Context: an optimization exercise on an open-source flow, tuned for small area. The choices shown serve that exercise and are no tape-out recipe.
In this exercise RTL edits were held to simulation tests only and were not proved equivalent to the original.
Power and IR drop assume default switching activity.

==> flow/design.v (excerpt) <==
module blsync (
    input  wire        clk,
    input  wire        rst,             
    input  wire        host_req,
    input  wire        host_we,
    input  wire [16:0] host_addr,
    input  wire [31:0] host_wdata,
    output reg  [31:0] host_rdata,
    output wire        host_err,
    input  wire        cancel_in,
    output wire        irq_done,
    output reg         line_open,
    output reg         line_cfg_get,
    output reg         line_cfg_set,
    output reg         line_close,
    output reg  [63:0] line_cfg_wdata,
    input  wire        line_ok,
    input  wire [63:0] line_cfg_rdata,
    output reg         tx_valid,
    output reg  [7:0]  tx_data,
    input  wire        tx_ready,
    input  wire        tx_error,
    input  wire        tx_closed,
    output reg         rx_pop,
    input  wire [1:0]  rx_kind,         
    input  wire [7:0]  rx_data
);
    localparam [4:0] S_IDLE     = 5'h00;
    localparam [4:0] S_OPEN     = 5'h01;
    localparam [4:0] S_GETCFG   = 5'h02;
    localparam [4:0] S_SETCFG   = 5'h03;
    localparam [4:0] S_PULSE    = 5'h04;
    localparam [4:0] S_SETTLE   = 5'h05;
    localparam [4:0] S_HSHAKE   = 5'h06;
    localparam [4:0] S_PROBE    = 5'h07;
    localparam [4:0] S_ACK_O    = 5'h08;
    localparam [4:0] S_ACK_K    = 5'h09;
    localparam [4:0] S_DRAIN    = 5'h0A;
    localparam [4:0] S_FAILCHK  = 5'h0B;
    localparam [4:0] S_BACKOFF  = 5'h0C;
    localparam [4:0] S_INFO_TX  = 5'h0D;
    localparam [4:0] S_INFO_ACK = 5'h0E;
    localparam [4:0] S_INFO_LEN = 5'h0F;
    localparam [4:0] S_INFO_PAY = 5'h10;
    localparam [4:0] S_RESTORE  = 5'h11;
    localparam [4:0] S_DONE     = 5'h12;
    localparam [1:0] R_NONE      = 2'd0;
    localparam [1:0] R_SUCCESS   = 2'd1;
    localparam [1:0] R_CANCELLED = 2'd2;
    localparam [1:0] R_FAULT     = 2'd3;
    localparam [3:0] C_USAGE       = 4'd1;
    localparam [3:0] C_LINE_OPEN   = 4'd2;
    localparam [3:0] C_CFG_GET     = 4'd3;
    localparam [3:0] C_CFG_SET     = 4'd4;
    localparam [3:0] C_TX_IO       = 4'd5;
    localparam [3:0] C_TX_CLOSED   = 4'd6;
    localparam [3:0] C_RX_IO       = 4'd7;
    localparam [3:0] C_RX_CLOSED   = 4'd8;
    localparam [3:0] C_INFO_NAK    = 4'd9;
  ...
Size: ~2000 cells after synthesis, ~720 flip-flops, roughly 0.029 mm^2 of cells after synthesis.
clock: 40.0 ns
lec_check: 0
abc_area: 1
cap_margin: 20
core_margin: 5
core_utilization: 60
place_density: 0.72
slew_margin: 20
standard.sh (not shown) runs the stock make flow with config.mk's settings and CLKGATE_MAP_FILE= SYNTH_SCRIPT=/design/flow/synth_recipe.tcl, a recipe that flattens the netlist after the stock synthesis.
==> flow/flow/run.sh <==
#!/bin/bash
# Own layout flow: the standard ORFS flow with three changes.
#  1. Synthesis is the standard flow's (synth_recipe.tcl, unchanged) except that Yosys's
#     abc call gets an area-oriented ABC script (flow/abc.script) and the
#     full-adder extraction is skipped (flow/synth_pre.tcl), so adders are
#     mapped by ABC too; the registers come from the same dfflibmap step,
#     so they are unchanged.
#  2. Port buffers are sky130_fd_sc_hd__buf_1 (BUFFER_PORTS_ARGS).
#  3. CTS options from flow/cts_args.txt.
# Each tool's output goes to a log file in this folder (make.log) and to
# ORFS's own per-step logs under orfs/logs.
set -euo pipefail
HERE=$(pwd)
ABC_SCRIPT=$(tr -d '\n' < "$HERE/flow/abc.script")
{
  cat "$HERE/flow/synth_pre.tcl"
  printf 'proc abc {args} {\n'
  printf '  set i [lsearch -exact $args -script]\n'
  printf '  if {$i >= 0} { set args [lreplace $args $i [expr {$i + 1}] -script {%s}] }\n' "$ABC_SCRIPT"
  printf '  yosys abc {*}$args\n'
  printf '}\n'
  cat "$HERE/synth_recipe.tcl"
} > "$HERE/own_synth.tcl"
CTS_ARGS_VAL=$(tr -d '\n' < "$HERE/flow/cts_args.txt")
sed -e "s#SYNTH_SCRIPT=[^ ]*#SYNTH_SCRIPT=$HERE/own_synth.tcl \"BUFFER_PORTS_ARGS=-buffer_cell sky130_fd_sc_hd__buf_1\" \"CTS_ARGS=$CTS_ARGS_VAL\"#" \
    "$HERE/standard.sh" > "$HERE/own_standard.sh"
bash "$HERE/own_standard.sh" finish > "$HERE/make.log" 2>&1
==> flow/flow/abc.script <==
+strash;ifraig;dc2;strash;&get,-n;&deepsyn,-T,60;&put;dc2;&get,-n;&dch,-f;&nf,-R,1000;&put;&get,-n;&st;&dch,-f;&nf,-R,1000;&put
==> flow/flow/cts_args.txt <==
-sink_clustering_enable -repair_clock_nets -dont_use_dummy_load -buf_list sky130_fd_sc_hd__clkbuf_16 -sink_clustering_size 30 -sink_clustering_max_diameter 80
==> flow/flow/synth_pre.tcl <==
proc extract_fa {args} {}
The starting point produced a clean layout.
Next try:
--- a/flow/design.v
+++ b/flow/design.v
@@ -94,24 +94,23 @@
     wire [6:0] pay_count = paid ? idx[6:0] : 7'd0;
     reg [15:0] fdata;
     always @* begin
         case (fault_cause)
             C_TX_IO, C_TX_CLOSED: fdata = idx[15:0];
             C_RX_IO, C_RX_CLOSED:
                 fdata = idx[15:0];    
             C_INFO_NAK, C_ALLOC: fdata = info_len;
             default: fdata = 16'd0;
         endcase
     end
-    wire [3:0]  cause_vis = (result == R_FAULT) ? fault_cause : 4'd0;
-    wire [31:0] status = {4'd0, cause_vis, 6'd0, result, 3'd0,
+    wire [31:0] status = {4'd0, fault_cause, 6'd0, result, 3'd0,
                           restore_fail, cancel_flag, synced, done, busy,
                           3'd0, state};
     reg [15:0] wsel;
     reg [3:0]  lane_en;
     reg [5:0]  pidx;
     reg [31:0] win_word;
     integer    b, w;
     always @* begin
         for (w = 0; w < 16; w = w + 1)
             wsel[w] = (host_addr[5:2] == w[3:0]);
         for (b = 0; b < 4; b = b + 1) begin
@@ -382,89 +381,92 @@
             endcase
         end
     end
     always @(posedge clk) begin
         if (!idx[6])
             payload[idx[5:0]] <= rx_data;
     end
     always @(posedge clk) begin
         if (baud_wr)
             baud_r <= host_wdata;
         if (state == S_GETCFG)
-            idx <= line_cfg_rdata[21:0];
+            idx <= {line_cfg_rdata[31:26], idx[9:0], dv_q};
+        else if (start_ok || idx_div)
+            idx <= {idx[15:0], dv_q};
         else if (idx_clr)
             idx <= 22'd0;
-        else
-            idx <= idx + {21'd0, idx_inc};    
+        else if (idx_inc)
+            idx <= idx + 22'd1;
         if (state == S_GETCFG)
-            info_len[15:7] <= line_cfg_rdata[30:22];
+            info_len[15:12] <= line_cfg_rdata[25:22];
         if (start_ok || idx_div)
             info_len[6:0] <= dv_r;
         else if (len_wr) begin
             if (idx[0])
                 info_len[15:8] <= rx_data;
             else
                 info_len[7:0]  <= rx_data;
         end
         if (start_ok)
             cfg_lo <= baud;
         else if (state == S_SETCFG)
-            cfg_lo <= {fault_cause[0], info_len[15:7], idx};
-        if (state == S_GETCFG)
+            cfg_lo <= {idx[21:16], info_len[15:12], pul};
+        if (state == S_GETCFG) begin
             cfg_hi <= line_cfg_rdata[63:32];
-        if (start_ok || idx_div || state == S_SETCFG)
-            pul <= {pul[15:0], dv_q};
+            pul    <= line_cfg_rdata[21:0];
+        end else if (begin_att && state == S_SETCFG) begin
+            pul    <= {idx[15:0], dv_q};
+        end
     end
     always @(posedge clk) begin
         if (rst) begin
             state        <= S_IDLE;
             bset         <= 1'b0;
             pv           <= 1'b0;
             attempts     <= 32'd0;
             cancel_flag  <= 1'b0;
             synced       <= 1'b0;
             result       <= R_NONE;
             fault_cause  <= 4'd0;
             restore_fail <= 1'b0;
             lv           <= 1'b0;
             paid         <= 1'b0;
         end else begin
             if (baud_wr)
                 bset <= 1'b1;
             if (start_ok) begin
                 pv           <= 1'b0;
-                attempts     <= 32'd0;
                 cancel_flag  <= cancel_cmd && (baud != 32'd0);
-                    synced       <= 1'b0;
+                attempts     <= 32'd0;
+                synced       <= 1'b0;
                 result       <= R_NONE;
+                fault_cause  <= 4'd0;
                 restore_fail <= 1'b0;
                 lv           <= 1'b0;
                 paid         <= 1'b0;
                 if (baud == 32'd0) begin
                     result      <= R_FAULT;
                     fault_cause <= C_USAGE;
                     fstate      <= state;
                     state       <= S_DONE;
                 end else begin
                     state       <= S_OPEN;
                 end
             end else begin
                 if (busy && (cancel_cmd || cancel_in))
                     cancel_flag <= 1'b1;
                 state <= nstate;
                 if (fault) begin
                     result      <= R_FAULT;
                     fault_cause <= f_cause;
                     fstate      <= state;
-                end else if (state == S_GETCFG) begin
-                    fault_cause[0] <= line_cfg_rdata[31];
                 end
                 if (begin_att) begin
                     attempts <= attempts + 32'd1;
                     pv       <= 1'b1;
                 end
                 if (set_synced)
                     synced <= 1'b1;
                 if (set_paid)
                     paid <= 1'b1;
                 if (len_wr && idx[0] && state == S_INFO_LEN)
                     lv <= 1'b1;
Outcome: Count of clock-buffer cells in the layout does not change. Power climbs by 2.4%. Cell count goes up by 0.82%. Sequential power barely changes. Hold slack improves by 0.0049 ns. Cell area is higher by 1.5%. Sequential share of layout area falls by 0.15 points. Synthesized area rose by 1.4%. Routed wire length goes down by 1.1%. Combinational power rose by 9.8%. Clock skew came out higher by 0.0048 ns. Clock power stays flat.

## re-timing with driven ports
The flow's constraints put no driver on any port. The routed layouts listed below were extracted and timed again, unchanged, in two steps. Step 1 assumes that a clkbuf_16 drives the clock port and a buf_2 every other input. Step 2 moves the port delays by t, midway between the first and last clock arrival at a register: inputs arrive t later, outputs are due t later. That takes back most of the time a late clock gives input paths. Three values: ideal, step 1, step 2; two values: the first two.
run | t (ns) | setup WS [ns] | worst hold slack (ns) | clock arrival spread, ns | cell pins on the clock port's net
the first run | 0.627 | 20.604 / 20.565 / 20.565 | 0.467 / 0.467 / 0.467 | 0.088 / 0.089 | 1
the second run | 0.629 | 20.423 / 20.389 / 20.389 | 0.472 / 0.472 / 0.472 | 0.086 / 0.086 | 1
After both steps setup and hold are still met in every run listed. The setup slack of the first run, which loses most, moves by -0.039 ns with the drivers and by -0.039 ns with both steps.
